This design comes from an exercise in tuning for small area, a short achievable clock period and few clock cycles per item on the open sky130 flow, not from production work. At most, simulation tests tie the RTL to the original design; equivalence was not proved. No functional check of the RTL was part of runs 4 and 5. Power figures rest on the tool's default switching activity, not on a simulated workload.

==> design.v <==
module etrle_enc (
    input  wire       clk,
    input  wire       rst,
    input  wire       in_valid,
    output wire       in_ready,
    input  wire [7:0] in_data,
    input  wire       in_last,     
    input  wire       in_empty,    
    output wire       out_valid,
    input  wire       out_ready,
    output wire [7:0] out_data
);
    localparam integer N  = 129;    
    localparam integer QW = 2;      
    reg  [9*N-1:0] ring;
    wire [8:0] tap = ring[9*N-1 -: 9];      
    wire [8:0] s0  = ring[8:0];             
    wire tap_v = tap[8];
    wire tap_p = !tap[8] && tap[0];
    wire s0_empty = !s0[8] && !s0[0];
    reg       r_v;
    reg [7:0] r_d;
    reg       r_last, r_empty;
    reg       h_v;
    reg [7:0] h_d;
    reg       h_last, h_empty;
    reg       lnz;         
    reg       run_lit, run_zero;
    reg [6:0] run_n;
    reg       doneP, doneDZ;
    reg [6:0]    lq [0:(1<<QW)-1];
    reg [QW-1:0] lq_rd, lq_wr;
    reg [QW:0]   lq_cnt;
    wire lq_full  = lq_cnt[QW];
    wire lq_empty = (lq_cnt == 0);
    reg [7:0] k;           
    reg       k1;          
    reg       rwait;       
    reg       flush;       
    reg [7:0] wcnt;
    reg       ov;
    reg [7:0] od;
    wire hz     = (h_d == 8'd0);
    wire rnz    = (r_d != 8'd0);
    wire need_r = !h_empty && !h_last && hz;
    wire cls_ok = h_v && (!need_r || r_v);
    wire lit    = !h_empty && (!hz || (!h_last && lnz && rnz));
    wire zend   = h_last || rnz || (run_zero && run_n == 7'd126);
    wire [6:0] zn = run_zero ? run_n + 7'd1 : 7'd1;
    wire needP = lit && !run_lit;
    wire needZ = !h_empty && !lit && zend;
    wire needE = h_empty || h_last;
    wire selP  = needP && !doneP && !doneDZ;
    wire selDZ = !selP && (lit || needZ) && !doneDZ;
    wire selE  = !selP && !selDZ && needE;
    wire have_item = selP || selDZ || selE;
    wire is_last   = selE || (selDZ && !needE) || !have_item;
    wire [8:0] item = selP  ? 9'h001 :
                      selDZ ? (lit ? {1'b1, h_d} : {2'b11, zn}) :
                              9'h100;
    wire closeD = selDZ && lit && (run_n == 7'd126 || h_last);
    wire closeZ = !lit && !h_empty && run_lit && (needZ ? selDZ : !have_item);
    wire pushc  = closeD || closeZ;
    wire [6:0] push_val = closeD ? run_n + 7'd1 : run_n;
    wire sync   = !rwait;
    wire wr_ok  = s0_empty && (k1 || (sync && !(selDZ && lit)));
    wire commit = cls_ok && (!have_item || wr_ok) && (!pushc || !lq_full);
    wire push   = commit && pushc;
    wire write  = commit && have_item;
    wire advance = commit && is_last;
    wire take_r = r_v && (!h_v || advance);
    assign in_ready = !r_v || take_r;
    wire can_load = !ov || out_ready;
    wire act      = !flush && (!rwait || wcnt == 8'd0);
    wire rd_data  = act && tap_v && can_load;
    wire rd_ctrl  = act && tap_p && can_load && !lq_empty;
    wire stuck    = act && (tap_v || tap_p) && !rd_data && !rd_ctrl;
    wire cons     = rd_data || rd_ctrl || flush || rst;
    wire pop      = rd_ctrl;
    assign out_valid = ov;
    assign out_data  = od;
    integer i;
    always @(posedge clk) begin
        ring[9*N-1:18] <= ring[9*(N-1)-1:9];
        ring[17:9]     <= write ? item : s0;
        ring[8:0]      <= {tap[8] & ~cons, tap[7:1], tap[0] & ~cons};
        if (push) lq[lq_wr] <= push_val;
        if (in_valid && in_ready) begin
            r_d     <= in_data;
            r_last  <= in_last;
            r_empty <= in_empty;
        end
        if (take_r) begin
            h_d     <= r_d;
            h_last  <= r_last;
            h_empty <= r_empty;
        end
        if (rd_data || rd_ctrl)
            od <= rd_data ? tap[7:0] : {1'b0, lq[lq_rd]};
        if (rst) begin
            r_v      <= 1'b0;
            h_v      <= 1'b0;
            lnz      <= 1'b0;
            run_lit  <= 1'b0;
            run_zero <= 1'b0;
            doneP    <= 1'b0;
            doneDZ   <= 1'b0;
            lq_rd    <= 0;
            lq_wr    <= 0;
            lq_cnt   <= 0;
            k        <= 8'd0;
            k1       <= 1'b0;
            rwait    <= 1'b0;
            flush    <= 1'b1;
            wcnt     <= N - 2;
            ov       <= 1'b0;
        end else begin
            if (in_valid && in_ready) r_v <= 1'b1;
            else if (take_r)          r_v <= 1'b0;
            if (take_r)       h_v <= 1'b1;
            else if (advance) h_v <= 1'b0;
            if (commit) begin
                if (selP) begin
                    doneP   <= 1'b1;
                    run_lit <= 1'b1;
                    run_n   <= 7'd0;
                end else if (selDZ && lit) begin
                    doneDZ  <= 1'b1;
                    run_n   <= run_n + 7'd1;
                    if (closeD) run_lit <= 1'b0;
                end else if (selDZ) begin
                    doneDZ   <= 1'b1;
                    run_lit  <= 1'b0;
                    run_zero <= 1'b0;
                end else if (!have_item && !h_empty) begin
                    run_lit  <= 1'b0;
                    run_zero <= 1'b1;
                    run_n    <= zn;
                end
                if (advance) begin
                    doneP  <= 1'b0;
                    doneDZ <= 1'b0;
                    lnz    <= !h_empty && !h_last && !hz;
                end
            end
            if (push) lq_wr <= lq_wr + 1'b1;
            if (pop)  lq_rd <= lq_rd + 1'b1;
            lq_cnt <= lq_cnt + {{QW{1'b0}}, push} - {{QW{1'b0}}, pop};
            k  <= write ? 8'd1 : (k == N - 1) ? 8'd0 : k + 8'd1;
            k1 <= write || (k == 8'd0);
            if (flush) begin
                if (wcnt == 8'd0) flush <= 1'b0;
                else              wcnt  <= wcnt - 8'd1;
            end else if (stuck) begin
                rwait <= 1'b1;
                wcnt  <= N - 1;
            end else if (act) begin
                rwait <= 1'b0;
            end else begin
                wcnt <= wcnt - 8'd1;
            end
            if (rd_data || rd_ctrl) ov <= 1'b1;
            else if (out_ready)     ov <= 1'b0;
        end
    end
endmodule
==> run.sh <==
#!/bin/bash
# synth_recipe.tcl (not shown) runs the flow's synth.tcl, then flattens the netlist and writes it again
# the make line also repeats each setting of config.mk as NAME=value (left out here)
make -C /OpenROAD-flow-scripts/flow DESIGN_CONFIG=/design/flow/config.mk WORK_HOME=/design/flow/orfs CLKGATE_MAP_FILE= SYNTH_SCRIPT=/design/flow/synth_recipe.tcl finish
==> config.mk <==
export PLATFORM = sky130hd
export DESIGN_NAME = etrle_enc
export DESIGN_NICKNAME = etrle_enc
export VERILOG_FILES = /design/flow/design.v
export SDC_FILE = /design/flow/constraint.sdc
export NUM_CORES = 4
export LEC_CHECK = 0
export CAP_MARGIN = 20
export CORE_MARGIN = 2
export CORE_UTILIZATION = 40
export CTS_BUF_LIST = sky130_fd_sc_hd__clkbuf_4
export PLACE_DENSITY = 0.6
export SLEW_MARGIN = 20
==> constraint.sdc <==
create_clock -name core_clock -period 8.0 [get_ports {clk}]
set_input_delay 1.6000 -clock core_clock [delete_from_list [all_inputs] [get_ports {clk}]]
set_output_delay 1.6000 -clock core_clock [all_outputs]
set_load 0.01 [all_outputs]
==> notes.md, run 1 <==
- The flow ran to the end and the layout has no timing, DRC or antenna violations.
- The number of setup buffers added after CTS is 0.
- For this run, design rule violations remaining after detail routing come to 0.
- After the last flow step, the layout net total stands at 1896.
- The detailed router finished its first iteration with 510 violations.
- The final number of hold-violating endpoints was 0.
- The layout overhead on the synthesized area is 17.2%.
- The count of pins on the block boundary is 24.
- Of the synthesized area, sequential elements account for 92.6%.
- The post-route netlist has 23.3% of its cells at a drive strength greater than 1.
- The share of Yosys cell area claimed by the top area cell type is 85.8%.
- The post-cts resize count is 0.
- The insertion delay to the later sink of the worst-skew pair is 1050 ps.
- The maximum clock skew at final layout is 65.9 ps.
- The path type of the worst min-delay path is reg -> reg.
- The launching point of the worst reg2reg path is h_d[4].
- The die covers 71900 um^2.
- The final period demand of the worst path is 5640 ps.
- At the pin with the least slew margin, the transition time is 665 ps.
- Overall power consumption after layout is estimated at 11.1 mW.
- The number of detailed-route iterations in the first pass is 5.
- The top cell type by total area after synthesis is dfxtp_1.
- The worst hold path begins at ring[739].
- For this block, the via count after detailed routing is 11760.
- After routing, the total negative slack on setup checks comes to 0 ps.
- The data required time at the worst endpoint is 6400 ps.
- The number of buffers created by CTS is 302.
- The maximum level of the CTS H-tree is 5.
- The initialized floorplan defines 96 standard-cell rows.
- The setup slack after layout is 2360 ps.
- The number of global-route vias before repair was 12706.
- The prevailing post-synth register cell is dfxtp_1.
- At the placement stage, the worst setup path has a slack of 3380 ps.
- The clock-pin transition on the worst setup and hold timing paths is 60 ps.
- The kind of launch point of the worst setup path is a flip-flop.
- From left edge to right edge, the die measures 268 um.
- The tool flagged a number of max-cap violations equal to 0.
- The end-of-flow core utilization is 47.6%.
- TritonCTS built the clock tree.
- Data arrives at the worst endpoint at 4040 ps.
- The worst hold-check slack is 281 ps.
- The number of non-filler instances in the completed layout is 2983.
- The critical-path maximum fanout is 8.
- Static timing analysis puts the maximum clock frequency at 177 MHz.
- Yosys attributes the largest share of cell area to dfxtp_1 (86%), edfxtp_1 (6.8%), mux4_2 (0.56%), ha_1 (0.54%), xor2_1 (0.50%).
- The startpoint-to-endpoint class of the critical path is reg -> out.
- The number of synthesized flops with an enable pin is 63.
- The tree built by TritonCTS fans out to 1260 sinks.
- After detailed routing, the total wire length is 35700 um.
- The number of antenna violations at the first check in global routing came to 2.
- Global routing used 10.7% of the available tracks across all layers.
- After synthesis, the share of flip-flops with an asynchronous set or reset is 0%.
- The number of buffers added to fix hold violations after cts is 0.
- The number of synthesized register bits is 1260.
- The total area of multi-input combinational cells is 1950 um^2.
- After synthesis, the mean cell area works out to 18.0 um^2.
- The most critical setup path has its startpoint at r_d[1].
- The maximum clock insertion buffer count is 4.
- The total nets after synthesis is 1578.
- The number of different library cells used by synthesis comes to 64.
- Summed over all cells, the static leakage comes to 13.1 nW.
- The average via count per standard cell is 3.94.
- The cell area that synthesis handed to floorplanning was 27900 um^2.
- Synthesis handed over a netlist of 1551 instances.
- The maximum number of pins on one net before global-route repair is 26.
- The root cell of the clock tree is clkbuf_4.
- The worst vdd rail ir drop is 0.000166 V.
- The global placer's final weighted congestion is 0.770.
- The die boundary height is 268 um.
- The number of pins with negative max-slew slack in the final report was 0.
- During placement, the flow inserted port buffers numbering 23.
- Setup repair after global routing left no endpoint under its margin.
- Registers take 25900 um^2.
- The core box area is 68800 um^2.
- The count of warnings emitted by yosys is 1.
- The placed instances occupy a cell area of 29300 um^2.
- Dividing the detail-routed wire length by the instance count gives 12.0 um.
- Counting the fill cells in the layout gives 5960.
- Power spread over the standard cell area amounts to 339 nW/um^2.
- The final global-route overflow total is 0.
- The worst pin sits at a relative slew slack of 55.6%.
- For this configuration, the core starts out at a cell density of 40.6%.
- Setup violations remaining at the end of the flow were counted as 0.
- STA classifies the critical path endpoint as an output port.
- After routing the design area is 32700 um^2.
- After detailed placement, the design holds a cell count of 2496.
- After layout, the worst path uses 70.5% of the clock period.
- The half-perimeter wire length after detailed placement is 18500 um.
- The first-pass GRT wire length is 61000 um.
- The post-route antenna net violation count is 0.
synthesized netlist by cell type (3+ instances only):
master	n
dfxtp_1	1197
edfxtp_1	63
nor2_1	35
a21oi_1	21
inv_1	20
nand2_1	20
xor2_1	16
ha_1	12
nand3_1	12
o21ai_0	9
xnor2_1	9
mux2_2	7
mux4_2	7
o2bb2ai_1	7
and3_1	6
clkbuf_1	6
nor3_1	6
a31oi_1	5
and2_1	5
nor2b_1	5
nor3b_1	5
or2_2	5
or4_1	5
nand3b_1	4
o211ai_1	4
o31ai_1	4
a211oi_2	3
a21o_1	3
nand4_1	3
nor4_1	3
o21a_1	3
flip-flops by register name, indices dropped and copies added (netlist names), 2 cells and up, named ones only:
signal and count:
ring 1161, lq 28, h_d 8, k 8, od 8, r_d 8
wcnt 8, run_n 7, lq_cnt 3, lq_rd 2, lq_wr 2
worst paths after layout:
check              end  slack, ps  depth (start not counted)
max           in_ready       2360                          6
min          ring[748]        280                          0
max reg2reg  lq_cnt[2]       4130                         14
min reg2reg  ring[748]        280                          0
kinds of logic (layout without fill, tap and decap cells):
| group | Yosys count | in the layout | share of synthesized area [%] |
|---|---|---|---|
| multiplexers | 17 | 17 | 0.959 |
| AND/OR/NAND/NOR | 126 | 126 | 2.45 |
| AO/OA/AOI/OAI | 80 | 80 | 2.19 |
| adder cells (fa/ha/maj) | 13 | 13 | 0.609 |
| buffers and inverters | 30 | 526 | 0.435 |
| flip-flops | 1260 | 1260 | 92.6 |
| other | 0 | 5 | 0 |
| XOR/XNOR | 25 | 25 | 0.784 |
placed cells by master, fill, tap and decap left out, types with 4 or more instances in the layout:
cell type / netlist / routed
nand3_1: 12 / 12
nand3b_1: 4 / 4
o21ai_0: 9 / 9
and3_1: 6 / 6
inv_1: 20 / 20
nor3b_1: 5 / 5
a31oi_1: 5 / 5
a21oi_1: 21 / 20
and2_1: 5 / 5
ha_1: 12 / 12
or2_2: 5 / 5
dfxtp_1: 1197 / 1197
nor2b_1: 5 / 5
nor3_1: 6 / 6
diode_2: 0 / 5
clkdlybuf4s50_1: 0 / 22
o2bb2ai_1: 7 / 7
nand2_1: 20 / 20
or4_1: 5 / 5
o31ai_1: 4 / 4
clkinv_2: 0 / 4
nor2_1: 35 / 35
edfxtp_1: 63 / 63
xor2_1: 16 / 16
clkbuf_4: 0 / 433
mux2_2: 7 / 7
xnor2_1: 9 / 9
mux4_2: 7 / 7
o211ai_1: 4 / 4
clkinv_1: 0 / 42
routing by layer:
metal	global-route usage, %	vias to the layer above	wire, um
met2	14.1	267	14800
met4	7.72	0	1100
met3	4.65	100	1980
li1	-	5846	-
met1	14.0	5547	17800
met5	0	-	0
critical path: stages (launching register included):
cell	delay (ps)
edfxtp_1	390
or4_1	650
o21ai_1	470
a211oi_2	280
a21o_1	300
o311ai_2	350
clkdlybuf4s50_1	610
report_power, final:
part / total (mW) / switching [mW] / internal (mW)
registers: 6.41 / 0.0223 / 6.39
clock network: 4.62 / 2.16 / 2.46
logic: 0.0719 / 0.0471 / 0.0248
layout make-up:
type	instances	area share (%)
Clock buffer	433	9.93
Multi-Input combinational cell	261	5.97
Tap cell	931	3.56
Sequential cell	1260	79.0
Timing Repair Buffer	24	0.711
Antenna cell	5	0.0382
Inverter	20	0.229
Clock inverter	49	0.592
Testbench counts, summed over its fixed seeds: cycles 126,512, bytes 119,443.
==> run 2, diff against run 1 <==
--- a/config.mk
+++ b/config.mk
@@ -8,6 +8,5 @@
 export CAP_MARGIN = 20
 export CORE_MARGIN = 2
 export CORE_UTILIZATION = 40
-export CTS_BUF_LIST = sky130_fd_sc_hd__clkbuf_4
 export PLACE_DENSITY = 0.6
 export SLEW_MARGIN = 20
==> run 2 against run 1 <==
Synthesized cell count stayed put. Critical path depth stayed put. Sequential cell count stayed put. Routed wire length is 4.1% lower. Design area is 0.92% higher. First-iteration DRC count is 0.78% lower. Area after synthesis stayed put. Final cell count is 9.6% lower. Setup slack better by 320 ps. Highest routed layer unchanged.
==> notes.md, run 2 <==
- The capturing instance or port of the critical path is in_ready.
- The critical-path maximum fanout is 8.
- Across every metal layer, demand over resource in global routing totals 10.0%.
- The data required time at the worst endpoint is 6400 ps.
- Clock skew on the completed layout was measured at 20.8 ps.
- The horizontal die dimension is 268 um.
- The final number of hold-violating endpoints is 0.
- The global placer's final weighted congestion is 0.770.
- By area the synthesized netlist is led by dfxtp_1 (86%), edfxtp_1 (6.8%), mux4_2 (0.56%), ha_1 (0.54%), xor2_1 (0.50%).
- The die boundary height is 268 um.
- Setup repair after global routing left no endpoint under its margin.
- The flow ran to the end and the layout has no timing, DRC or antenna violations.
- dfxtp_1 is the most common cell in the netlist.
- The first global-routing pass estimated 57200 um of wire.
- Setup total negative slack on the finished layout was measured at 0 ps.
- The fraction of final layout cells sized beyond drive strength 1 is 12.3%.
- After detailed routing, the total wire length is 34200 um.
- The sink count of the clock tree is 1260.
- The clock power share is 44.8%.
- The number of cells traversed by the worst register-to-register path is 14.
- The netlist uses 64 different library cells.
- Clock-pin slew was measured on the worst setup and hold paths at 60 ps.
- The total number of vias is 10666.
- The average via count per standard cell is 3.95.
- For this block, the initial DRC count from the detailed router was 506.
- In this run the critical register-to-register path is captured at lq_cnt[2].
- The register with the most flip-flops in the layout has 1161 of them.
- The post-cts resize count is 0.
- The final global-route overflow total is 0.
- Clock tree synthesis inserted a total of 108 buffers.
- Sequential cells were found to cover 92.6% of the synthesized design area.
- The starting density of the core is 40.6%.
- The average routed wire per standard cell is 12.7 um.
- Counting flops with an async set or reset pin after synthesis yields a share of 0%.
- Pin placement for this block handled 24 I/O pins.
- The number of global-route vias before repair is 10924.
- The setup slack after layout is 2680 ps.
- Leaving out filler cells and counting taps, the final layout contains 2697.
- Leaving out fill and tap cells, the most frequent cell in the layout is dfxtp_1.
- In this run the worst setup path begins at r_d[1].
- The startpoint-to-endpoint class of the critical path is reg -> out.
- Relative to the synthesized area, the layout overhead comes to 18.3%.
- Max-cap violations in this run came to 0.
- Entering global routing, the biggest net connects 26 pins.
- Counting flops with a built-in enable in the synthesized netlist gives 63.
- The post-CTS setup buffer count is 0.
- After synthesis the cells add up to 27900 um^2.
- The worst setup path is launched from a flip-flop.
- Of all cell types, the one taking the most synthesized area is dfxtp_1.
- The net count of the finished layout is 1702.
- The share of power burned in registers is 54.6%.
- Derived from the worst setup path, the maximum achievable clock frequency is 188 MHz.
- The startpoint identified for the worst register-to-register timing path is h_d[4].
- At the placement stage, the worst setup path has a slack of 3380 ps.
- The most used flip-flop cell after synthesis is dfxtp_1.
- The post-route antenna net violation count is 0.
- The number of pins with negative max-slew slack in the final report is 0.
- The count of warnings emitted by yosys is 1.
- The synthesized instance count is 1551.
- Counting flops per register, the top entry is ring.
- The synthesized design contains 1260 register bits.
- The number of buffers added to fix hold violations after cts is 0.
- The path class of the tightest hold or removal check is reg -> reg.
- The core box area is 68800 um^2.
- After synthesis, the mean cell area works out to 18.0 um^2.
- The number of placed instances, taps included, is 2496.
- For this design the static power due to leakage is 12.9 nW.
- In this run the power spent charging and discharging nets is 2.23 mW.
- The number of antenna violations at the first check in global routing is 0.
- Sorting the synthesized cells by how often they occur yields dfxtp_1 (1197), edfxtp_1 (63), nor2_1 (35).
- Setup violations remaining at the end of the flow were counted as 0.
- The final period demand of the worst path is 5320 ps.
- The total number of placement rows is 96.
- Buffers placed on the I/O ports in this run total 23.
- The final clock period utilization by the worst path is 66.5%.
- Setup slack on the worst reg-to-reg path comes out at 4050 ps.
- The insertion delay to the later sink of the worst-skew pair is 650 ps.
- The power per cell area is 355 nW/um^2.
- The internal cell power is 9.50 mW.
- The repair_antennas step left the layout with diodes totalling 0.
- CTS built an H-tree with a depth of 3.
- The end-of-flow core utilization is 48.0%.
- Detailed placement ended at an HPWL of 18500 um.
- The share of Yosys cell area claimed by the top area cell type is 85.8%.
- Across the VDD grid, the largest voltage drop is 0.000247 V.
- The relative max-transition margin is 55.4%.
- The pin slew with the least headroom to its limit is 668 ps.
- The first TritonRoute pass finished after 5 iterations.
- The critical path data arrival time is 3720 ps.
- Counting every net in the synthesized netlist gives 1578.
- The die covers 71900 um^2.
- The number of remaining DRC errors is 0.
- TritonCTS built the clock tree.
- Clock tree synthesis selected as its root buffer the cell clkbuf_16.
- Combinational logic is responsible for 0.6% of the overall power.
- The worst setup path is captured at an output port.
- Leaving out fill and tap cells, the most frequent cells in the layout are dfxtp_1 (1197), clkbuf_16 (111), edfxtp_1 (63).
- Of the total power, the share spent switching nets is 19.0%.
- The maximum clock insertion buffer count is 3.
==> run 2: power by group through the flow <==
stage / Sequential, mW / Combinational (mW) / Clock, mW
global route: 6.41 / 0.0795 / 5.69
floorplan: 6.54 / 0.0450 / 0
detailed placement: 6.55 / 0.0727 / 0
CTS: 6.41 / 0.0732 / 5.42
finish: 6.41 / 0.0722 / 5.25
global placement: 6.55 / 0.0732 / 0
==> run 2: how the worst min path moves through the flow <==
stage / start / slack (ps) / depth (start not counted) / to
after floorplan: ring[991] / 310 / 0 / ring[1000]
after global placement: ring[764] / 310 / 0 / ring[773]
after detailed placement: ring[1030] / 310 / 0 / ring[1039]
after CTS: ring[627] / 310 / 0 / ring[636]
after global routing: ring[190] / 320 / 0 / ring[199]
final: ring[627] / 310 / 0 / ring[636]
==> run 2: cell type report <==
cell class / instances / area, um^2
Clock buffer: 160 / 3250
Clock inverter: 41 / 508
Fill cell: 5774 / 35800
Inverter: 20 / 75.1
Multi-Input combinational cell: 261 / 1950
Sequential cell: 1260 / 25900
Tap cell: 931 / 1160
Timing Repair Buffer: 24 / 233
==> run 2: per-layer routing <==
metal  wire length (um)  global-route usage [%]  vias up
met4               1100                    4.50        0
met2              13700                    13.9      185
met3               1880                    3.25       86
li1                   -                       -     5307
met5                  0                       0        -
met1              17500                    14.2     5088
==> run 2: worst max-delay path, cell delays in order, from the launching register on <==
cell and delay (ps):
edfxtp_1 390, or4_1 650, o21ai_1 490, a211oi_2 290, a21o_1 300, o311ai_2 350
clkdlybuf4s50_1 610
==> run 2: stage by stage <==
stage / instance area [um^2] / hold slack (ps) / power [mW]
3_5_place_dp: 29300 / 312 / 6.62
4_1_cts: 33000 / 310 / 11.9
3_3_place_gp: 29300 / 310 / 6.62
5_1_grt: 33000 / 318 / 12.2
6_report: 33000 / 314 / 11.7
2_1_floorplan: 27900 / 310 / 6.59
==> run 2: cell families after synthesis <==
group | Yosys count | synth area share, %
adders and majority gates | 13 | 0.609
xor gates and xnor gates | 25 | 0.784
AOI/OAI and AO/OA | 80 | 2.19
DFF | 1260 | 92.6
muxes | 17 | 0.959
buffers and inverters | 30 | 0.435
and+or+nand+nor | 126 | 2.45
==> run 3, diff against run 2 <==
--- a/config.mk
+++ b/config.mk
@@ -8,5 +8,6 @@
 export CAP_MARGIN = 20
 export CORE_MARGIN = 2
 export CORE_UTILIZATION = 40
+export CTS_BUF_LIST = sky130_fd_sc_hd__clkbuf_2 sky130_fd_sc_hd__clkbuf_4
 export PLACE_DENSITY = 0.6
 export SLEW_MARGIN = 20
==> run 3 against run 2 <==
Still clean on timing, DRC and antenna. Sequential share of layout area increased by 0.72 points. Clock-buffer cell count increased by 273. First-iteration DRC count increased by 0.79%. Setup slack got worse by 320 ps. Final cell count increased by 11%. Via count increased by 10%. Global-route usage increased by 0.70 points. Sequential power about the same. Critical path type unchanged. Critical endpoint unchanged.
==> notes.md, run 3 <==
- The run finished with no timing, DRC or antenna violations.
- Sequential elements use 92.6% of the synthesized area.
- The number of clock buffers added by TritonCTS is 302.
- In the post-synthesis netlist, the cell with the most instances is dfxtp_1.
- The die covers 71900 um^2.
- Counting flops and latches in the post-synthesis netlist gives 1260.
- The root buffer cell chosen for the clock tree is clkbuf_4.
- The CTS tree is done.
- The starting density of the core is 40.6%.
- The worst setup path is launched from a flip-flop.
- The critical path is of the reg -> out type.
- Along the worst path, the maximum fanout reaches 8.
- After synthesis, the share of flip-flops with an asynchronous set or reset is 0%.
- The maximum number of pins on one net before global-route repair is 26.
- After synthesis, the mean cell area works out to 18.0 um^2.
- Synthesis handed over a netlist of 1551 instances.
- The post-route netlist has 23.3% of its cells at a drive strength greater than 1.
- For this run, the number of Yosys warnings is 1.
- The final number of hold-violating endpoints is 0.
- The number of synthesized flops with an enable pin is 63.
- The routed wire length is 35700 um.
- The DRC marker count from the first detailed-route iteration is 510.
- The data required time at the worst endpoint is 6400 ps.
- The clock reaches the later pin of the worst-skew pair after 1050 ps.
- The horizontal die dimension is 268 um.
- The relative max-transition margin is 55.6%.
- The number of pins with negative max-slew slack in the final report is 0.
- Setup repair after global routing left no endpoint under its margin.
- Summed over all cells, the static leakage comes to 13.1 nW.
- In the final routed layout, each cell accounts on average for 12.0 um.
- The final clock period utilization by the worst path is 70.5%.
- In this run the count of I/O pins placed on the die edge is 24.
- The tightest min-delay check is of the reg -> reg type.
- The number of global-route vias before repair was 12706.
- The maximum clock skew at final layout is 65.9 ps.
- Sorting the synthesized cells by area gives the leading types as dfxtp_1 (86%), edfxtp_1 (6.8%), mux4_2 (0.56%), ha_1 (0.54%), xor2_1 (0.50%).
- The post-cts resize count is 0.
- Yosys mapped the design onto 64 distinct sky130hd cell types.
- The setup slack at placement is 3380 ps.
- The cell area after technology mapping is 27900 um^2.
- In the synthesized netlist the dominant register cell turns out to be dfxtp_1.
- The finished cells cover 32700 um^2.
- In this run the core area contains 96 standard-cell rows.
- Power spread over the standard cell area amounts to 339 nW/um^2.
- For this run, the total global-route usage over all layers was measured as 10.7%.
- Ranked by instance count, the synthesized netlist is headed by dfxtp_1 (1197), edfxtp_1 (63), nor2_1 (35).
- Based on the critical path, the design can be clocked at up to 177 MHz.
- The number of antenna violations at the first check in global routing is 2.
- The critical path starts at r_d[1].
- Clock tree synthesis found a total of 1260 sinks.
- The maximum level of the CTS H-tree is 5.
- The core box area is 68800 um^2.
- No sink is reached through more buffers than the 4 on the longest clock path.
- Leaving out fill and tap cells, the most frequent cell in the layout is dfxtp_1.
- The die boundary height is 268 um.
- Before antenna repair, the detailed router went through 5 iterations.
- The flip-flop count of the largest register after layout is 1161.
- For this run, design rule violations remaining after detail routing come to 0.
- The share of synthesized area in the top cell type comes to 85.8%.
- The total nets after synthesis is 1578.
- The final period demand of the worst path is 5640 ps.
- Leaving out fill and tap cells, the most frequent cells in the layout are dfxtp_1 (1197), clkbuf_4 (433), edfxtp_1 (63).
- The end-of-flow core utilization is 47.6%.
- After detailed placement, the design holds a cell count of 2496.
- At the pin with the least slew margin, the transition time is 665 ps.
- Across all setup checks in the final design, the least slack found is 2360 ps.
- Port buffering added 23 buffers.
- Summed over all layers, the global routing overflow is 0.
- The clock-pin transition on the worst setup and hold timing paths is 60 ps.
- Max-cap violations in this run came to 0.
- The worst register-to-register path begins at h_d[4].
- The number of buffers added to fix hold violations after cts is 0.
- The top cell type by total area after synthesis is dfxtp_1.
- The kind of capture point of the worst setup path is an output port.
- The layout overhead on the synthesized area is 17.2%.
- At the end of the flow, the number of nets in the layout was 1896.
- The instance area at placement is 29300 um^2.
- The total number of vias is 11760.
- The startpoint of the lowest-slack hold path is ring[739].
- Detailed placement ended at an HPWL of 18500 um.
- Setup violations remaining at the end of the flow were counted as 0.
- In the final timing run, aggregate negative setup slack is 0 ps.
- In the routed layout, each cell is associated on average with a via count of 3.94.
- The post-CTS setup buffer count is 0.
- The worst vdd rail ir drop is 0.000166 V.
- The post-route antenna net violation count is 0.
- For the worst setup path, the data arrival time is 4040 ps.
- The global placer's final weighted congestion is 0.770.
- The first global-routing pass estimated 61000 um of wire.
- The number of non-filler instances in the completed layout is 2983.
- The largest register by flop count is ring.
[run 3: cell counts after synthesis]
Identical to the previous run, type by type.
[run 3: layout make-up]
class                   count  area, um^2
clock buffers             433        3250
multi-input cells         261        1950
flip-flops and latches   1260       25900
repair buffers             24         233
diodes                      5        12.5
well taps                 931        1160
clock inverters            49         194
inverters                  20        75.1
fillers                  5960       36100
[run 3: report_power, final]
group / internal [mW] / switching [mW]
clock network: 2.46 / 2.16
registers: 6.39 / 0.0223
logic: 0.0248 / 0.0471
[run 3: final timing paths]
path,to,slack (ps),cells after the start
setup / recovery,in_ready,2360,6
hold / removal,ring[748],280,0
setup reg to reg,lq_cnt[2],4130,14
hold reg to reg,ring[748],280,0
[run 3: metrics by stage]
stage | hold slack [ps] | power, mW
final | 281 | 11.1
after global routing | 286 | 11.7
after CTS | 276 | 11.4
after detailed placement | 312 | 6.62
after global placement | 310 | 6.62
after floorplan | 310 | 6.59
[run 3: cells by family after synthesis]
logic type | Yosys count | share of synthesized area, %
AOI/OAI and AO/OA | 80 | 2.19
muxes | 17 | 0.959
DFF | 1260 | 92.6
adders and majority gates | 13 | 0.609
buffers and inverters | 30 | 0.435
xor gates and xnor gates | 25 | 0.784
and+or+nand+nor | 126 | 2.45
[run 3: worst max-delay path, cell delays in order, from the launching register on]
cell and delay, ps:
edfxtp_1 390, or4_1 650, o21ai_1 470, a211oi_2 280, a21o_1 300, o311ai_2 350
clkdlybuf4s50_1 610
[run 3: routing by layer]
layer / track usage (%) / vias to the layer above / part of all wire, %
li1: - / 5846 / -
met1: 14.0 / 5547 / 50
met2: 14.1 / 267 / 41
met3: 4.65 / 100 / 5.5
met4: 7.72 / 0 / 3.1
met5: 0 / - / 0
==> run 4, diff against run 3 <==
--- a/design.v
+++ b/design.v
@@ -18,12 +18,16 @@
     wire tap_v = tap[8];
     wire tap_p = !tap[8] && tap[0];
     wire s0_empty = !s0[8] && !s0[0];
-    reg       r_v;
-    reg [7:0] r_d;
-    reg       r_last, r_empty;
+    reg       r_v, r2_v;
+    reg [7:0] r_d, r2_d;
+    reg       r_nz, r2_nz;     
+    reg       r_last, r_empty, r2_last, r2_empty;
+    reg       in_rdy;
     reg       h_v;
     reg [7:0] h_d;
     reg       h_last, h_empty;
+    reg       hz;          
+    reg       rn126;       
     reg       lnz;         
     reg       run_lit, run_zero;
     reg [6:0] run_n;
@@ -40,12 +44,11 @@
     reg [7:0] wcnt;
     reg       ov;
     reg [7:0] od;
-    wire hz     = (h_d == 8'd0);
-    wire rnz    = (r_d != 8'd0);
+    wire rnz    = r_nz;
     wire need_r = !h_empty && !h_last && hz;
     wire cls_ok = h_v && (!need_r || r_v);
     wire lit    = !h_empty && (!hz || (!h_last && lnz && rnz));
-    wire zend   = h_last || rnz || (run_zero && run_n == 7'd126);
+    wire zend   = h_last || rnz || (run_zero && rn126);
     wire [6:0] zn = run_zero ? run_n + 7'd1 : 7'd1;
     wire needP = lit && !run_lit;
     wire needZ = !h_empty && !lit && zend;
@@ -58,7 +61,7 @@
     wire [8:0] item = selP  ? 9'h001 :
                       selDZ ? (lit ? {1'b1, h_d} : {2'b11, zn}) :
                               9'h100;
-    wire closeD = selDZ && lit && (run_n == 7'd126 || h_last);
+    wire closeD = selDZ && lit && (rn126 || h_last);
     wire closeZ = !lit && !h_empty && run_lit && (needZ ? selDZ : !have_item);
     wire pushc  = closeD || closeZ;
     wire [6:0] push_val = closeD ? run_n + 7'd1 : run_n;
@@ -69,7 +72,9 @@
     wire write  = commit && have_item;
     wire advance = commit && is_last;
     wire take_r = r_v && (!h_v || advance);
-    assign in_ready = !r_v || take_r;
+    wire accept = in_valid && in_rdy;
+    wire in_nz  = (in_data != 8'd0);
+    assign in_ready = in_rdy;
     wire can_load = !ov || out_ready;
     wire act      = !flush && (!rwait || wcnt == 8'd0);
     wire rd_data  = act && tap_v && can_load;
@@ -85,13 +90,26 @@
         ring[17:9]     <= write ? item : s0;
         ring[8:0]      <= {tap[8] & ~cons, tap[7:1], tap[0] & ~cons};
         if (push) lq[lq_wr] <= push_val;
-        if (in_valid && in_ready) begin
+        if (take_r ? !r2_v : !r_v) begin
             r_d     <= in_data;
+            r_nz    <= in_nz;
             r_last  <= in_last;
             r_empty <= in_empty;
+        end else if (take_r) begin
+            r_d     <= r2_d;
+            r_nz    <= r2_nz;
+            r_last  <= r2_last;
+            r_empty <= r2_empty;
+        end
+        if (!r2_v) begin
+            r2_d     <= in_data;
+            r2_nz    <= in_nz;
+            r2_last  <= in_last;
+            r2_empty <= in_empty;
         end
         if (take_r) begin
             h_d     <= r_d;
+            hz      <= !r_nz;
             h_last  <= r_last;
             h_empty <= r_empty;
         end
@@ -99,6 +117,9 @@
             od <= rd_data ? tap[7:0] : {1'b0, lq[lq_rd]};
         if (rst) begin
             r_v      <= 1'b0;
+            r2_v     <= 1'b0;
+            in_rdy   <= 1'b1;
+            rn126    <= 1'b0;
             h_v      <= 1'b0;
             lnz      <= 1'b0;
             run_lit  <= 1'b0;
@@ -115,8 +136,15 @@
             wcnt     <= N - 2;
             ov       <= 1'b0;
         end else begin
-            if (in_valid && in_ready) r_v <= 1'b1;
-            else if (take_r)          r_v <= 1'b0;
+            if (take_r) begin
+                r_v  <= r2_v || accept;
+                r2_v <= 1'b0;
+                in_rdy <= 1'b1;
+            end else if (accept) begin
+                r_v  <= 1'b1;
+                r2_v <= r_v;
+                in_rdy <= !r_v;
+            end
             if (take_r)       h_v <= 1'b1;
             else if (advance) h_v <= 1'b0;
             if (commit) begin
@@ -124,9 +152,11 @@
                     doneP   <= 1'b1;
                     run_lit <= 1'b1;
                     run_n   <= 7'd0;
+                    rn126   <= 1'b0;
                 end else if (selDZ && lit) begin
                     doneDZ  <= 1'b1;
                     run_n   <= run_n + 7'd1;
+                    rn126   <= (run_n == 7'd125);
                     if (closeD) run_lit <= 1'b0;
                 end else if (selDZ) begin
                     doneDZ   <= 1'b1;
@@ -136,6 +166,7 @@
                     run_lit  <= 1'b0;
                     run_zero <= 1'b1;
                     run_n    <= zn;
+                    rn126    <= run_zero ? (run_n == 7'd125) : 1'b0;
                 end
                 if (advance) begin
                     doneP  <= 1'b0;
--- a/config.mk
+++ b/config.mk
@@ -8,6 +8,8 @@
 export CAP_MARGIN = 20
 export CORE_MARGIN = 2
 export CORE_UTILIZATION = 40
-export CTS_BUF_LIST = sky130_fd_sc_hd__clkbuf_2 sky130_fd_sc_hd__clkbuf_4
+export CTS_BUF_LIST = sky130_fd_sc_hd__clkbuf_16
+export CTS_CLUSTER_DIAMETER = 80
+export CTS_CLUSTER_SIZE = 32
 export PLACE_DENSITY = 0.6
 export SLEW_MARGIN = 20
==> run 4 against run 3 <==
Final cell count fell by 13%. Largest cell class unchanged. Critical path depth rose by 7. Critical path type is now reg -> reg. Utilization fell by 3.2 points. Fmax rose by 68%.
==> notes.md, run 4 <==
- For this run, the register share of the synthesized area comes to 92.2%.
- Of all nets on the critical path, the largest fanout is 5.
- Overall power consumption after layout is estimated at 9.41 mW.
- The post-route netlist has 5.69% of its cells at a drive strength greater than 1.
- In this run the tool buffered the top-level ports with 23 buffer cells.
- The top cell type by area accounts for 84.2% of the synthesized area.
- The depth of the critical timing path with buffers and inverters included is 13.
- The synthesized netlist occupies a cell area of 28500 um^2.
- After clock tree synthesis, the repair step resized 0 gates.
- The half-perimeter wire length after detailed placement is 17100 um.
- The count of pins on the block boundary is 24.
- In the final routed layout, each cell accounts on average for 11.9 um.
- The finished layout holds 2609 standard cells, fillers aside.
- The first global-routing pass estimated 52000 um of wire.
- The worst hold path depth is 0.
- Clock tree synthesis inserted a total of 47 buffers.
- Grouping stages by cell kind, the critical path spends the most delay in compound AO/OA/AOI/OAI gates.
- Once the floorplan was initialized, standard cells occupied 40.6% of the core.
- Power spread over the standard cell area amounts to 302 nW/um^2.
- The maximum clock skew at final layout is 17.3 ps.
- The number of antenna violations at the first check in global routing is 0.
- From synthesis to final layout, the design area changed by 9.27%.
- The final period demand of the worst path is 3360 ps.
- The count of warnings emitted by yosys is 1.
- The detail route stage leaves a number of antenna-violating nets equal to 0.
- The distinct cell type count of the synthesized netlist is 62.
- The worst vdd rail ir drop is 0.000181 V.
- The die boundary height is 271 um.
- The met3 usage in global routing is 2.07%.
- The post-CTS setup buffer count is 0.
- The setup slack at placement is 4020 ps.
- The floorplan step set the die width to 271 um.
- The prevailing post-synth register cell is dfxtp_1.
- Global routing used 8.56% of the available tracks.
- The top cell type by total area after synthesis is dfxtp_1.
- The CTS tree is done.
- The run finished with no timing, DRC or antenna violations.
- The top cell types in the final layout, fill and taps aside, are dfxtp_1 (1200), edfxtp_1 (76), nor2_1 (48).
- The startpoint-to-endpoint class of the critical path is reg -> reg.
- At the worst endpoint, the required time is 8490 ps.
- The total nets after synthesis is 1624.
- The final layout contains routed wiring with a total length of 31000 um.
- The fmax is 298 MHz.
- Together, buffers and inverters on the worst path number 3.
- The largest register by flop count is ring.
- At the later pin of the worst-skew pair, clock insertion delay measures 600 ps.
- The flip-flop count of the largest register after layout is 1161.
- The cell count after synthesis came out at 1597.
- Adding up every negative setup slack in the final design gives 0 ps.
- The congestion estimate from routability-driven global placement came to 0.750.
- The sink count of the clock tree is 1276.
- The delay of the slowest critical-path stage is 510 ps.
- The layout net count is 1684.
- The H-tree was split into 2 levels.
- For this run the aggregate overflow at the end of global routing stands at 0.
- The analysis attributes to cell leakage a power of 12.0 nW.
- The number of global-route vias before repair is 10175.
- The tree is rooted in a clkbuf_16.
- The routed layout has 10266 vias.
- Yosys attributes the largest share of cell area to dfxtp_1 (84%), edfxtp_1 (8.0%), nor2_1 (0.63%), mux4_2 (0.55%), ha_1 (0.53%).
- In this run the worst hold path is classified as reg -> reg.
- The end-of-flow core utilization is 44.4%.
- The most common cell after layout, fill and taps aside is dfxtp_1.
- The maximum number of pins on one net before global-route repair is 34.
- Global routing used 13.2% of the available met1 tracks.
- The count of endpoints failing setup in the final report is 0.
- Setup repair after global routing left no endpoint under its margin.
- The critical path data arrival time is 3840 ps.
- The worst setup path is launched from a flip-flop.
- Once placement completed, the tool counted placed cells totaling 2548.
- The number of detailed-route iterations in the first pass is 4.
- The critical path goes through a211oi_1 > nor2_1 > o32a_2 > a211oi_2 > inv_2 > ha_1 > inv_1 > ha_1 > inv_1 > fa_1 > xor2_1 > xnor2_1 > nor2_1.
- The number of synthesized register bits is 1276.
- In this run the most used layer during global routing was met1.
- The setup slack after layout is 4640 ps.
- In this run the core area contains 97 standard-cell rows.
- In this run the mean area of a mapped cell was 17.9 um^2.
- After synthesis, the most frequently instantiated cells are dfxtp_1 (1200), edfxtp_1 (76), nor2_1 (48).
- The number of antenna cells inserted is 0.
- The core box area is 70300 um^2.
- For met2 alone, demand over resource in global routing was 11.5%.
- The number of remaining DRC errors is 0.
- The final number of hold-violating endpoints is 0.
- The relative max-transition margin is 34.9%.
- The most repeated cell in the gate-level netlist after synthesis is dfxtp_1.
- The die covers 73500 um^2.
- After the first detailed-routing iteration, the DRC count stood at 513.
- The final critical path takes up 41.9% of the cycle.
- After synthesis, the share of flip-flops with an asynchronous set or reset is 0%.
- The count of max-cap constraint violations is 0.
- The kind of capture point of the worst setup path is a flip-flop.
- The pin slew with the least headroom to its limit is 973 ps.
- Setup slack on the worst reg-to-reg path comes out at 4640 ps.
- In this run, post-CTS hold repair placed 0 buffers.
- In this run the deepest clock path goes through 3 buffers.
- Using the TritonRoute via totals, the vias-per-cell ratio works out to 3.93.
- Yosys mapped a number of flops with a built-in enable equal to 76.
- After clock tree synthesis, the clock-pin slew on the worst setup and hold paths is 110 ps.
- The largest individual stage delay along the critical path comes from the cell edfxtp_1.
- The number of pins with negative max-slew slack in the final report is 0.
- Counting cells, the worst reg-to-reg path comes to 13.
## run 4: cell types whose count changed after synthesis, sizes merged, moves of 5 or more
cell     delta
nand2      +11
edfxtp     +13
buf         +5
nor2       +13
mux2       +11
xnor2       +5
or4         -7
o2bb2ai     -7
## run 4: final cells by class
cell class	instances	area (um^2)
sequential	1276	26300
tap	940	1180
clock inverter	14	116
timing repair buffer	25	245
fill	6067	39100
multi-input combinational	286	2070
clock buffer	47	1180
inverter	21	78.8
## run 4: per-stage QoR
stage | instance area, um^2 | hold slack (ps)
floorplan | 28500 | 310
CTS | 31200 | 333
global route | 31200 | 331
finish | 31200 | 326
detailed placement | 29900 | 312
global placement | 29900 | 311
## run 4: logic make-up (layout without fill, tap and decap cells)
logic type	Yosys count	count (layout)	share of synthesized area, %
compound gates	72	72	1.76
xor+xnor	27	27	0.829
buf+inv	35	107	0.535
fa+ha+maj	13	13	0.597
mux	28	28	1.49
flops	1276	1276	92.2
simple gates	146	146	2.57
## run 4: per-layer routing
metal  vias to the layer above  routed length (um)
li1                       5219                   -
met1                      4852               17200
met2                       138               11800
met3                        57                1230
met4                         0                 780
met5                         -                   0
## run 4: power breakdown
group / internal [mW] / switching [mW] / total [mW] / leakage [nW]
clock network: 1.10 / 1.74 / 2.84 / 0.660
registers: 6.48 / 0.0239 / 6.50 / 10.4
logic: 0.0293 / 0.0411 / 0.0703 / 0.904
total: 7.61 / 1.80 / 9.41 / 12.0
## run 4: worst paths after layout
path	to	startpoint
max	lq_cnt[2]	r_nz
min	ring[1123]	ring[1114]
max reg2reg	lq_cnt[2]	r_nz
min reg2reg	ring[1123]	ring[1114]
==> run 5, diff against run 4 <==
--- a/config.mk
+++ b/config.mk
@@ -8,8 +8,8 @@
 export CAP_MARGIN = 20
 export CORE_MARGIN = 2
 export CORE_UTILIZATION = 40
-export CTS_BUF_LIST = sky130_fd_sc_hd__clkbuf_16
-export CTS_CLUSTER_DIAMETER = 80
-export CTS_CLUSTER_SIZE = 32
+export CTS_BUF_LIST = sky130_fd_sc_hd__clkbuf_8
+export CTS_CLUSTER_DIAMETER = 60
+export CTS_CLUSTER_SIZE = 18
 export PLACE_DENSITY = 0.6
 export SLEW_MARGIN = 20
==> run 5 against run 4 <==
Routed wire length grew 2.4%. Clock skew grew 2.0 ps. Largest power group unchanged. Synthesized cell count did not move. Global-route usage increased by 0.39 points. Critical endpoint is now out_data[2]. Critical path type is now reg -> out. Critical path depth down 12. Largest cell class unchanged.
==> notes.md, run 5 <==
- The final period demand of the worst path is 3370 ps.
- The cell sitting at the root of the clock tree is a clkbuf_8.
- Derived from the worst setup path, the maximum achievable clock frequency is 297 MHz.
- The overall power of the completed layout is 9.37 mW.
- In this design, the stage delay of the slowest critical-path cell is 610 ps.
- The final number of hold-violating endpoints is 0.
- After detailed routing, the number of vias per cell comes to 3.95.
- By area the synthesized netlist is led by dfxtp_1 (84%), edfxtp_1 (8.0%), nor2_1 (0.63%), mux4_2 (0.55%), ha_1 (0.53%).
- The number of remaining DRC errors is 0.
- Summed over all layers, the global routing overflow is 0.
- VDD sags by at most 0.000154 V.
- The total number of placement rows is 97.
- The pin slew with the least headroom to its limit is 965 ps.
- Summing every instance area after synthesis gives 28500 um^2.
- The filler cell count is 6079.
- The aggregate negative setup slack is 0 ps.
- The worst setup path is launched from a flip-flop.
- The first global-routing pass estimated 53600 um of wire.
- In this run the worst hold path is classified as reg -> reg.
- After synthesis, flip-flops and latches occupy 92.2% of the total area.
- The startpoint-to-endpoint class of the critical path is reg -> out.
- The data required time at the worst endpoint is 6400 ps.
- The distinct cell type count of the synthesized netlist is 62.
- On the critical path, the stage with the largest delay is an instance of clkdlybuf4s50_1.
- The synthesized instance count is 1597.
- Summed over its instances, the top area cell type makes up 84.2% of the synthesized netlist area.
- The leakage power of the design is 12.0 nW.
- The number of buffer and inverter stages on the critical path is 1.
- The fraction of final layout cells sized beyond drive strength 1 is 8.10%.
- The count of pins on the block boundary is 24.
- The maximum number of pins on one net before global-route repair is 28.
- For this run, the number of Yosys warnings is 1.
- The kind of cell with the highest combined delay along the critical path is buffers and inverters.
- The library cells used most frequently in the layout, excluding fill and tap cells, are dfxtp_1 (1200), clkbuf_8 (87), edfxtp_1 (76).
- The floorplan step set the die height to 271 um.
- Of all nets on the critical path, the largest fanout is 1.
- The routed wire length is 31800 um.
- The maximum clock skew at final layout is 19.3 ps.
- Data arrives at the worst endpoint at 1770 ps.
- Summed over all nets, the half-perimeter wirelength after detailed placement is 17100 um.
- The number of synthesized flops with an enable pin is 76.
- The total of buffers placed on input and output ports is 23.
- The flow ran to the end and the layout has no timing, DRC or antenna violations.
- The initial utilization of the core area, before any placement, comes to 40.6%.
- The tightest hold path in the finished design has a slack of 320 ps.
- Setup violations remaining at the end of the flow were counted as 0.
- The register with the most flip-flops in the layout has 1161 of them.
- In this run, post-CTS repair resized a total of 0 instances.
- The number of buffers added to fix hold violations after cts is 0.
- The largest register by flop count is ring.
- After synthesis, the share of flip-flops with an asynchronous set or reset is 0%.
- The number of antenna violations at the first check in global routing is 1.
- The end-of-flow core utilization is 44.4%.
- The per-instance average area after synthesis is 17.9 um^2.
- The most repeated cell in the gate-level netlist after synthesis is dfxtp_1.
- The post-route antenna net violation count is 0.
- The CTS tree is done.
- In this run the number of H-tree levels came out at 3.
- The overall global routing resource usage is 8.95%.
- The region available for standard cell placement spans 70300 um^2.
- The kind of capture point of the worst setup path is an output port.
- The overall die area is 73500 um^2.
- The maximum clock insertion buffer count is 3.
- Leaving out fill and tap cells, the most frequent cell in the layout is dfxtp_1.
- The number of buffers created by CTS is 83.
- The sink count of the clock tree is 1276.
- The insertion delay to the later sink of the worst-skew pair is 700 ps.
- The prevailing post-synth register cell is dfxtp_1.
- The clock-pin transition on the worst setup and hold timing paths is 110 ps.
- The total number of vias is 10505.
- The tool flagged a number of max-cap violations equal to 0.
- Setup repair after global routing left no endpoint under its margin.
- The post-CTS setup buffer count is 0.
- At the end of routability-driven placement, the weighted congestion stood at 0.750.
- The total nets after synthesis is 1624.
- The average routed wire per standard cell is 12.0 um.
- Traced cell by cell, the critical path runs through clkdlybuf4s50_1.
- Compared with the post-synthesis result, the final layout area differs by 9.46%.
- The synthesized design contains 1276 register bits.
- The commonest cells after synthesis are dfxtp_1 (1200), edfxtp_1 (76), nor2_1 (48).
- Measured against its own limit, the worst slew margin works out to 35.5%.
- The number of global-route vias before repair is 10643.
- The power per cell area is 300 nW/um^2.
- Of all cell types, the one taking the most synthesized area is dfxtp_1.
- After layout, the worst path uses 42.2% of the clock period.
- The layout net count is 1720.
- The number of pins with negative max-slew slack in the final report is 0.
- The horizontal die dimension is 271 um.
- In this run, the number of DRC markers left after iteration 0 of detailed routing was 537.
- The number of detailed-route iterations in the first pass is 4.
[run 5: cell counts after synthesis]
No cell type changed its count.
[run 5: through the flow]
step	std cells	instance area, um^2	worst slack [ps]
after floorplan	1597	28500	4690
after global routing	2658	31200	4300
after CTS	2657	31200	4580
final	2658	31200	4630
after global placement	2548	29900	4060
after detailed placement	2548	29900	4020
[run 5: final timing paths]
path / start / to / slack (ps) / depth (start not counted)
min reg2reg: ring[240] / ring[249] / 320 / 0
max reg2reg: r_nz / lq_cnt[2] / 4640 / 13
min: ring[240] / ring[249] / 320 / 0
max: od[2] / out_data[2] / 4630 / 1
[run 5: metal layers]
layer	vias to the layer above	wire [um]	track usage, %
met4	0	921	4.09
li1	5285	-	-
met3	82	1480	2.83
met1	4954	17100	13.2
met5	-	0	0
met2	184	12300	11.8
[run 5: final cells by class]
type	count	area, um^2	area share (%)
antenna	1	2.50	0.00801
clock buffer	87	1200	3.83
clock inverter	22	146	0.469
inverter	21	78.8	0.252
multi-input combinational	286	2070	6.64
sequential	1276	26300	84.2
tap	940	1180	3.77
timing repair buffer	25	245	0.785
[run 5: logic make-up after synthesis]
| group | count (synthesis) | share of synthesized area [%] |
|---|---|---|
| flip-flops | 1276 | 92.2 |
| AND/OR/NAND/NOR | 146 | 2.57 |
| AO/OA/AOI/OAI | 72 | 1.76 |
| buffers and inverters | 35 | 0.535 |
| multiplexers | 28 | 1.49 |
| XOR/XNOR | 27 | 0.829 |
| adder cells (fa/ha/maj) | 13 | 0.597 |
[run 5: where the power goes]
part / total [mW] / internal [mW] / leakage (nW) / switching, mW
logic: 0.0701 / 0.0292 / 0.904 / 0.0409
registers: 6.50 / 6.48 / 10.4 / 0.0236
clock network: 2.80 / 1.01 / 0.722 / 1.79
==> run 6, diff against run 5 <==
--- a/design.v
+++ b/design.v
@@ -33,10 +33,9 @@
     reg [6:0] run_n;
     reg       doneP, doneDZ;
     reg [6:0]    lq [0:(1<<QW)-1];
-    reg [QW-1:0] lq_rd, lq_wr;
-    reg [QW:0]   lq_cnt;
-    wire lq_full  = lq_cnt[QW];
-    wire lq_empty = (lq_cnt == 0);
+    reg [QW:0]   lq_rd, lq_wr;      
+    wire lq_full  = (lq_wr == {~lq_rd[QW], lq_rd[QW-1:0]});
+    wire lq_empty = (lq_wr == lq_rd);
     reg [7:0] k;           
     reg       k1;          
     reg       rwait;       
@@ -89,7 +88,7 @@
         ring[9*N-1:18] <= ring[9*(N-1)-1:9];
         ring[17:9]     <= write ? item : s0;
         ring[8:0]      <= {tap[8] & ~cons, tap[7:1], tap[0] & ~cons};
-        if (push) lq[lq_wr] <= push_val;
+        if (push) lq[lq_wr[QW-1:0]] <= push_val;
         if (take_r ? !r2_v : !r_v) begin
             r_d     <= in_data;
             r_nz    <= in_nz;
@@ -114,7 +113,7 @@
             h_empty <= r_empty;
         end
         if (rd_data || rd_ctrl)
-            od <= rd_data ? tap[7:0] : {1'b0, lq[lq_rd]};
+            od <= rd_data ? tap[7:0] : {1'b0, lq[lq_rd[QW-1:0]]};
         if (rst) begin
             r_v      <= 1'b0;
             r2_v     <= 1'b0;
@@ -128,7 +127,6 @@
             doneDZ   <= 1'b0;
             lq_rd    <= 0;
             lq_wr    <= 0;
-            lq_cnt   <= 0;
             k        <= 8'd0;
             k1       <= 1'b0;
             rwait    <= 1'b0;
@@ -176,7 +174,6 @@
             end
             if (push) lq_wr <= lq_wr + 1'b1;
             if (pop)  lq_rd <= lq_rd + 1'b1;
-            lq_cnt <= lq_cnt + {{QW{1'b0}}, push} - {{QW{1'b0}}, pop};
             k  <= write ? 8'd1 : (k == N - 1) ? 8'd0 : k + 8'd1;
             k1 <= write || (k == 8'd0);
             if (flush) begin
--- a/config.mk
+++ b/config.mk
@@ -12,4 +12,5 @@
 export CTS_CLUSTER_DIAMETER = 60
 export CTS_CLUSTER_SIZE = 18
 export PLACE_DENSITY = 0.6
+export SETUP_SLACK_MARGIN = 5
 export SLEW_MARGIN = 20
==> run 6 against run 5 <==
Fmax increased by 13%. Sequential cell count decreased by 1. Clock power about the same. Largest power group unchanged. Critical endpoint is now out_data[5]. Clock-buffer cell count decreased by 3. Hold slack got worse by 14 ps. Die area decreased by 0.13%. Sequential power about the same. Register-to-register slack improved by 570 ps.
==> notes.md, run 6 <==
- In this run the horizontal extent of the chip is 271 um.
- Setup repair after global routing could not meet its margin everywhere.
- In this run, CTS created clock tree buffers numbering 82.
- The initialized floorplan defines 97 standard-cell rows.
- At the pin with the least slew margin, the transition time is 870 ps.
- The top cell type by total area after synthesis is dfxtp_1.
- The die covers 73400 um^2.
- The H-tree was split into 3 levels.
- The fmax is 334 MHz.
- The number of antenna violations at the first check in global routing is 1.
- The tool flagged a number of max-cap violations equal to 0.
- The delay of the slowest critical-path stage is 520 ps.
- For this design the top-level I/O count stands at 24.
- The detail route stage leaves a number of antenna-violating nets equal to 0.
- The path class of the tightest hold or removal check is reg -> reg.
- For this run, the post-layout net count is 1713.
- The clock-pin transition on the worst setup and hold timing paths is 110 ps.
- STA classifies the critical path endpoint as an output port.
- The global placer's final weighted congestion is 0.779.
- The worst setup path is of the reg -> out kind.
- STA classifies the critical path startpoint as a flip-flop.
- At the later pin of the worst-skew pair, clock insertion delay measures 700 ps.
- In this run the power spent charging and discharging nets is 1.83 mW.
- The share of Yosys cell area claimed by the top area cell type is 84.3%.
- The leakage power of the design is 12.0 nW.
- The average via count per standard cell is 3.98.
- The final number of hold-violating endpoints was 0.
- In this run the deepest clock path goes through 3 buffers.
- After detailed routing, the average wire length per cell comes to 12.0 um.
- The fraction of final layout cells sized beyond drive strength 1 is 8.59%.
- The most critical setup path has its endpoint at out_data[5].
- The post-synthesis async set-or-reset flop share is 0%.
- In this run the top signal layer used is met4.
- The post-route met1 wirelength is 17000 um.
- Summing internal, switching and leakage power gives 9.33 mW.
- The starting density of the core is 40.5%.
- The distinct cell type count of the synthesized netlist is 57.
- Of all nets on the critical path, the largest fanout is 1.
- For this block, the initial DRC count from the detailed router was 600.
- The run finished with no timing, DRC or antenna violations.
- The number of synthesized flops with an enable pin is 76.
- The count of endpoints failing setup in the final report is 0.
- The number of global-route vias before repair was 10579.
- The data required time at the worst endpoint is 6400 ps.
- After synthesis, the cell types taking the most area are dfxtp_1 (84%), edfxtp_1 (8.0%), mux2_2 (1.0%), nor2_1 (0.72%), xor2_1 (0.58%).
- In this run the cell area of the synthesized design comes to 28500 um^2.
- The worst vdd rail ir drop is 0.000176 V.
- The startpoint of the lowest-slack hold path is ring[113].
- The filler cell count is 6077.
- The synthesized instance count is 1596.
- The family with the most delay on the worst path is flip-flops.
- For this design, the CTS-stage hold fixing added 0 buffers.
- In this run the tool buffered the top-level ports with 23 buffer cells.
- The launching point of the worst reg2reg path is h_last.
- The most repeated cell in the gate-level netlist after synthesis is dfxtp_1.
- Relative to the synthesized area, the layout overhead comes to 9.34%.
- The critical path goes through buf_6.
- The clock power share is 29.7%.
- The prevailing post-synth register cell is dfxtp_1.
- The clock net in this run drives a total of 1275 sinks.
- The worst register-to-register path ends at r_d[3].
- The most common cell after layout, fill and taps aside is dfxtp_1.
- The number of remaining DRC errors is 0.
- The half-perimeter wire length after detailed placement is 17200 um.
- The worst hold-check slack is 306 ps.
- The number of pins with negative max-slew slack in the final report is 0.
- Setup total negative slack on the finished layout was measured at 0 ps.
- The switching share of power is 19.6%.
- The combinational cell fraction of total power is 0.7%.
- The die boundary height is 271 um.
- The floorplan step defined a core boundary enclosing 70300 um^2.
- ring holds more flip-flops than any other register.
- In the global route stage, overall resource usage came out at 8.86%.
- The routed design uses 1690 um of met3 wire.
- The root cell of the clock tree is clkbuf_8.
- The share of power burned in registers is 69.6%.
- The highest-delay cell along the critical path is edfxtp_1.
- The routed wire length is 31700 um.
- The power per cell area is 300 nW/um^2.
- The final global-route overflow total is 0.
- For this block, the via count after detailed routing is 10562.
- The relative max-transition margin is 42.0%.
- Measured in cells, the most critical reg-to-reg path has a length of 6.
- The first global-routing pass estimated 53100 um of wire.
- Sorting the synthesized cells by how often they occur yields dfxtp_1 (1199), edfxtp_1 (76), nor2_1 (55).
- Of the available clock period, the critical path in the final layout requires 37.4%.
- The total met2 wirelength after detailed routing is 12100 um.
- The setup slack of the most critical reg-to-reg path is 5210 ps.
- Synthesis inferred 1275 register bits.
- Averaged over all synthesized cells, the footprint is 17.9 um^2.
- The register with the most flip-flops in the layout has 1161 of them.
- The number of detailed-route iterations in the first pass is 4.
- Data on the critical path arrives at its endpoint at 1400 ps.
- The depth of the critical timing path with buffers and inverters included is 1.
- For this run, the register share of the synthesized area comes to 92.3%.
- Counting both buffers and inverters, the worst setup path holds a total of 1.
- The top cell types in the final layout, fill and taps aside, are dfxtp_1 (1198), clkbuf_8 (84), edfxtp_1 (76).
- Counting every net in the synthesized netlist gives 1621.
- The CTS tree is done.
- Entering global routing, the biggest net connects 35 pins.
- The final period demand of the worst path is 3000 ps.
- The internal power of the cells totals 7.51 mW.
- The origin of the worst setup path is od[5].
- The count of warnings emitted by yosys is 1.
- For the final database, setup skew stands at 38.5 ps.
-- run 6: cell types whose count changed after synthesis, moves of 4 or more --
cell	before	now
a21o_1	0	8
clkbuf_1	6	11
inv_1	20	16
mux2_2	9	26
mux2_4	9	0
nand2_1	32	19
nor2_1	48	55
o31ai_1	8	1
xor2_1	13	19
-- run 6: layout make-up --
type,count,area (um^2),share of cell area (%)
Inverter,16,60.1,0.193
Clock buffer,84,1160,3.71
Multi-Input combinational cell,287,2070,6.63
Timing Repair Buffer,26,239,0.767
Antenna cell,1,2.50,0.00803
Clock inverter,23,165,0.530
Tap cell,940,1180,3.78
Sequential cell,1275,26300,84.4
-- run 6: metal layers --
metal / global-route usage, % / up-vias
li1: - / 5276
met1: 13.0 / 5043
met2: 11.8 / 166
met3: 2.86 / 77
met4: 3.93 / 0
met5: 0 / -
-- run 6: through the flow --
step	instance area [um^2]	cells	setup WS [ps]	utilization [%]
2_1_floorplan	28500	1596	5290	-
3_3_place_gp	29800	2543	4730	42.4
3_5_place_dp	29800	2543	4690	42.4
4_1_cts	31100	2650	4920	44.3
5_1_grt	31200	2652	4910	44.3
6_report	31200	2652	5000	44.3
-- run 6: cells by family after synthesis --
| logic type | synth area share, % |
|---|---|
| xor gates and xnor gates | 0.922 |
| adders and majority gates | 0.483 |
| DFF | 92.3 |
| AOI/OAI and AO/OA | 1.72 |
| and+or+nand+nor | 2.43 |
| muxes | 1.65 |
| buffers and inverters | 0.531 |
-- run 6: how the worst min path moves through the flow --
stage	endpoint	slack, ps	cells after the start
5_1_grt	ring[1087]	320	0
2_1_floorplan	ring[1000]	310	0
3_5_place_dp	ring[1159]	310	0
3_3_place_gp	ring[656]	310	0
6_report	ring[122]	310	0
4_1_cts	ring[1087]	290	0
-- run 6: what timing repair did --
item / 4_1_cts / 5_1_grt
resized for setup: 38 / 7
gates cloned: 0 / 0
endpoints found under the setup margin: 10 / 72
pin swaps: 0 / 1
setup buffers: 0 / 1
-- run 6: worst reg2reg max path, cell delays in order, from the launching register on --
cell      delay (ps)
edfxtp_1         540
nand3b_1         340
a21oi_1          200
and2_1           250
or3_1            400
o221ai_4         410
mux2_2           410
-- run 6: power by group through the flow --
stage | Combinational, mW | Sequential, mW | Clock, mW
after floorplan | 0.0490 | 6.63 | 0
after global placement | 0.0619 | 6.64 | 0
after detailed placement | 0.0642 | 6.64 | 0
after CTS | 0.0646 | 6.49 | 2.91
after global routing | 0.0735 | 6.50 | 3.15
final | 0.0653 | 6.49 | 2.78
Testbench counts of run 6, summed over its fixed seeds: cycles 126,512, bytes 119,443.
==> run 7, diff against run 6 <==
--- a/config.mk
+++ b/config.mk
@@ -12,5 +12,4 @@
 export CTS_CLUSTER_DIAMETER = 60
 export CTS_CLUSTER_SIZE = 18
 export PLACE_DENSITY = 0.6
-export SETUP_SLACK_MARGIN = 5
 export SLEW_MARGIN = 20
==> run 7 against run 6 <==
Still clean. Sequential cell count unchanged. Clock power about the same. Area after synthesis unchanged. Critical endpoint is now out_data[1].
==> notes.md, run 7 <==
- Synthesis produced a netlist with a net count of 1621.
- The worst vdd rail ir drop is 0.000176 V.
- The path type of the worst min-delay path is reg -> reg.
- Setup repair after global routing left no endpoint under its margin.
- Detailed routing inserted a total of 10530 vias.
- After synthesis, flip-flops and latches occupy 92.3% of the total area.
- After routing, the total negative slack on setup checks comes to 0 ps.
- For this design, the CTS-stage hold fixing added 0 buffers.
- At the later pin of the worst-skew pair, clock insertion delay measures 700 ps.
- The count of max-cap constraint violations is 0.
- The family with the most delay on the worst path is buffers and inverters.
- After detailed routing, the average wire length per cell comes to 11.9 um.
- The final number of hold-violating endpoints is 0.
- The final clock period utilization by the worst path is 42.5%.
- The sink count of the clock tree is 1275.
- The routed length on met3 is 1660 um.
- From synthesis to final layout, the design area changed by 9.31%.
- After clock tree synthesis, the repair step resized 0 gates.
- Leaving out fill and tap cells, the most frequent cell in the layout is dfxtp_1.
- In this run, synthesis produced a sequential element count of 1275.
- Once detail routing completed, the nets flagged for antenna violations numbered 0.
- The overall die area is 73400 um^2.
- The layout has 6077 filler cells.
- The count of warnings emitted by yosys is 1.
- The clock passes through at most 3 buffers.
- The worst path meets setup with 4600 ps of slack.
- The first detailed-routing pass ran for 6 iterations.
- The cell area that synthesis handed to floorplanning was 28500 um^2.
- In the routed layout, each cell is associated on average with a via count of 3.97.
- After global routing the overflow that remains totals 0.
- The clock-pin transition on the worst setup and hold timing paths is 110 ps.
- On the worst path, the slowest cell contributes a delay of 590 ps.
- Tracing the worst setup path back leads to its startpoint at od[1].
- After clock tree synthesis, the setup repair step added 0 buffers.
- In this run the number of cells on the critical path is 1.
- Subtracting the final worst setup slack from the clock period gives 3400 ps.
- The layout net count is 1712.
- STA puts the critical path data required time at 6400 ps.
- The total of buffers placed on input and output ports is 23.
- The setup slack at placement is 4690 ps.
- The leakage power of the design is 12.0 nW.
- By count the netlist is led by dfxtp_1 (1199), edfxtp_1 (76), nor2_1 (55).
- Yosys mapped a number of flops with a built-in enable equal to 76.
- TritonCTS built the clock tree.
- The number of cells traversed by the worst register-to-register path is 6.
- In this run, placement finished with an instance count of 2543.
- For this run, the total global-route usage over all layers was measured as 8.86%.
- The detailed router put a total of 16900 um of wire on met1.
- The total area of sequential cells is 26300 um^2.
- The run finished with no timing, DRC or antenna violations.
- At the end of routability-driven placement, the weighted congestion stood at 0.779.
- In this run the clock root is driven by a clkbuf_8.
- Walking the worst path, the cells encountered are clkdlybuf4s50_1.
- The maximum level of the CTS H-tree is 3.
- The core box area is 70300 um^2.
- The startpoint identified for the worst hold timing path is ring[113].
- Routed signal wires occupy layers up through met4.
- In this run, the number of DRC markers left after iteration 0 of detailed routing was 610.
- The maximum clock skew at final layout is 37.0 ps.
- The multi-input combinational cells in the finished layout cover a total of 2050 um^2.
- The highest-delay cell along the critical path is clkdlybuf4s50_1.
- In this run the worst setup path terminates at out_data[1].
- Setup violations remaining at the end of the flow were counted as 0.
- The starting density of the core is 40.5%.
- The prevailing post-synth register cell is dfxtp_1.
- Entering global routing, the biggest net connects 35 pins.
- In this run the horizontal extent of the chip is 271 um.
- Counting distinct cell types in the post-synthesis netlist gives 57.
- The worst setup path is captured at an output port.
- In this run the biggest area consumer among cell types represents 84.3% of the synthesized area.
- The per-instance average area after synthesis is 17.9 um^2.
-- run 7: cell counts after synthesis --
Identical to the previous run, type by type.
-- run 7: metrics by stage --
| step | util [%] | instance area (um^2) |
|---|---|---|
| after floorplan | - | 28500 |
| after global placement | 42.4 | 29800 |
| after detailed placement | 42.4 | 29800 |
| after CTS | 44.3 | 31100 |
| after global routing | 44.3 | 31100 |
| final | 44.3 | 31100 |
-- run 7: logic make-up after synthesis --
logic type                 share of synthesized area, %
xor gates and xnor gates                          0.922
muxes                                              1.65
buffers and inverters                             0.531
adders and majority gates                         0.483
DFF                                                92.3
AOI/OAI and AO/OA                                  1.72
and+or+nand+nor                                    2.43
-- run 7: area by class of cell --
class,count,area share (%)
well taps,940,3.78
clock buffers,84,3.71
diodes,1,0.00804
flip-flops and latches,1275,84.4
inverters,16,0.193
multi-input cells,287,6.59
repair buffers,25,0.787
clock inverters,23,0.530
-- run 7: per-layer routing --
layer / track usage [%] / vias up
met5: 0 / -
met4: 3.93 / 0
met3: 2.86 / 75
met2: 11.8 / 161
met1: 13.0 / 5016
li1: - / 5278
-- run 7: worst min-delay path by stage --
| stage | to | slack, ps | cells after the start |
|---|---|---|---|
| floorplan | ring[1000] | 310 | 0 |
| global placement | ring[656] | 310 | 0 |
| detailed placement | ring[1159] | 310 | 0 |
| CTS | ring[1087] | 290 | 0 |
| global route | ring[1087] | 320 | 0 |
| finish | ring[122] | 310 | 0 |
-- run 7: report_power, final --
| part | internal (mW) | switching, mW | total (mW) |
|---|---|---|---|
| Clock | 1.01 | 1.76 | 2.77 |
| Combinational | 0.0279 | 0.0364 | 0.0643 |
| Sequential | 6.47 | 0.0242 | 6.49 |

re-timing with driven ports:
No port has a modelled driver above. Below, the same layouts with a new extraction and two added sets of constraints. Step 1, drivers: a clkbuf_16 drives clk and a buf_2 each remaining input, both assumed. Step 2, shift: input delay + t, output delay - t, t = (earliest + latest rising clock arrival at the registers) / 2. This alone moves slack from input paths to output paths. Slacks: ideal ports / drivers / drivers and shift; pairs: ideal ports / drivers.
run	shift t [ns]	slack for setup (ns)	slew at the worst register clock pin (ns)	worst slew at a driven data input, ns	pins driven straight from the clock port
run 1	1.066	2.357 / 2.301 / 3.367	0.08 / 0.08	0.05	1
run 2	0.698	2.678 / 2.621 / 3.319	0.07 / 0.07	0.05	1
run 3	1.066	2.357 / 2.301 / 3.367	0.08 / 0.08	0.05	1
run 4	0.652	4.645 / 4.645 / 4.039	0.11 / 0.11	0.03	1
run 5	0.737	4.627 / 4.573 / 4.029	0.11 / 0.11	0.03	1
run 6	0.738	5.004 / 4.949 / 4.741	0.12 / 0.12	0.07	1
run 7	0.740	4.602 / 4.547 / 4.733	0.12 / 0.12	0.07	1
After both steps setup and hold are still met in every run listed. The setup slack of run 4, which loses most, moves by 0.000 ns with the drivers and by -0.606 ns with both steps.
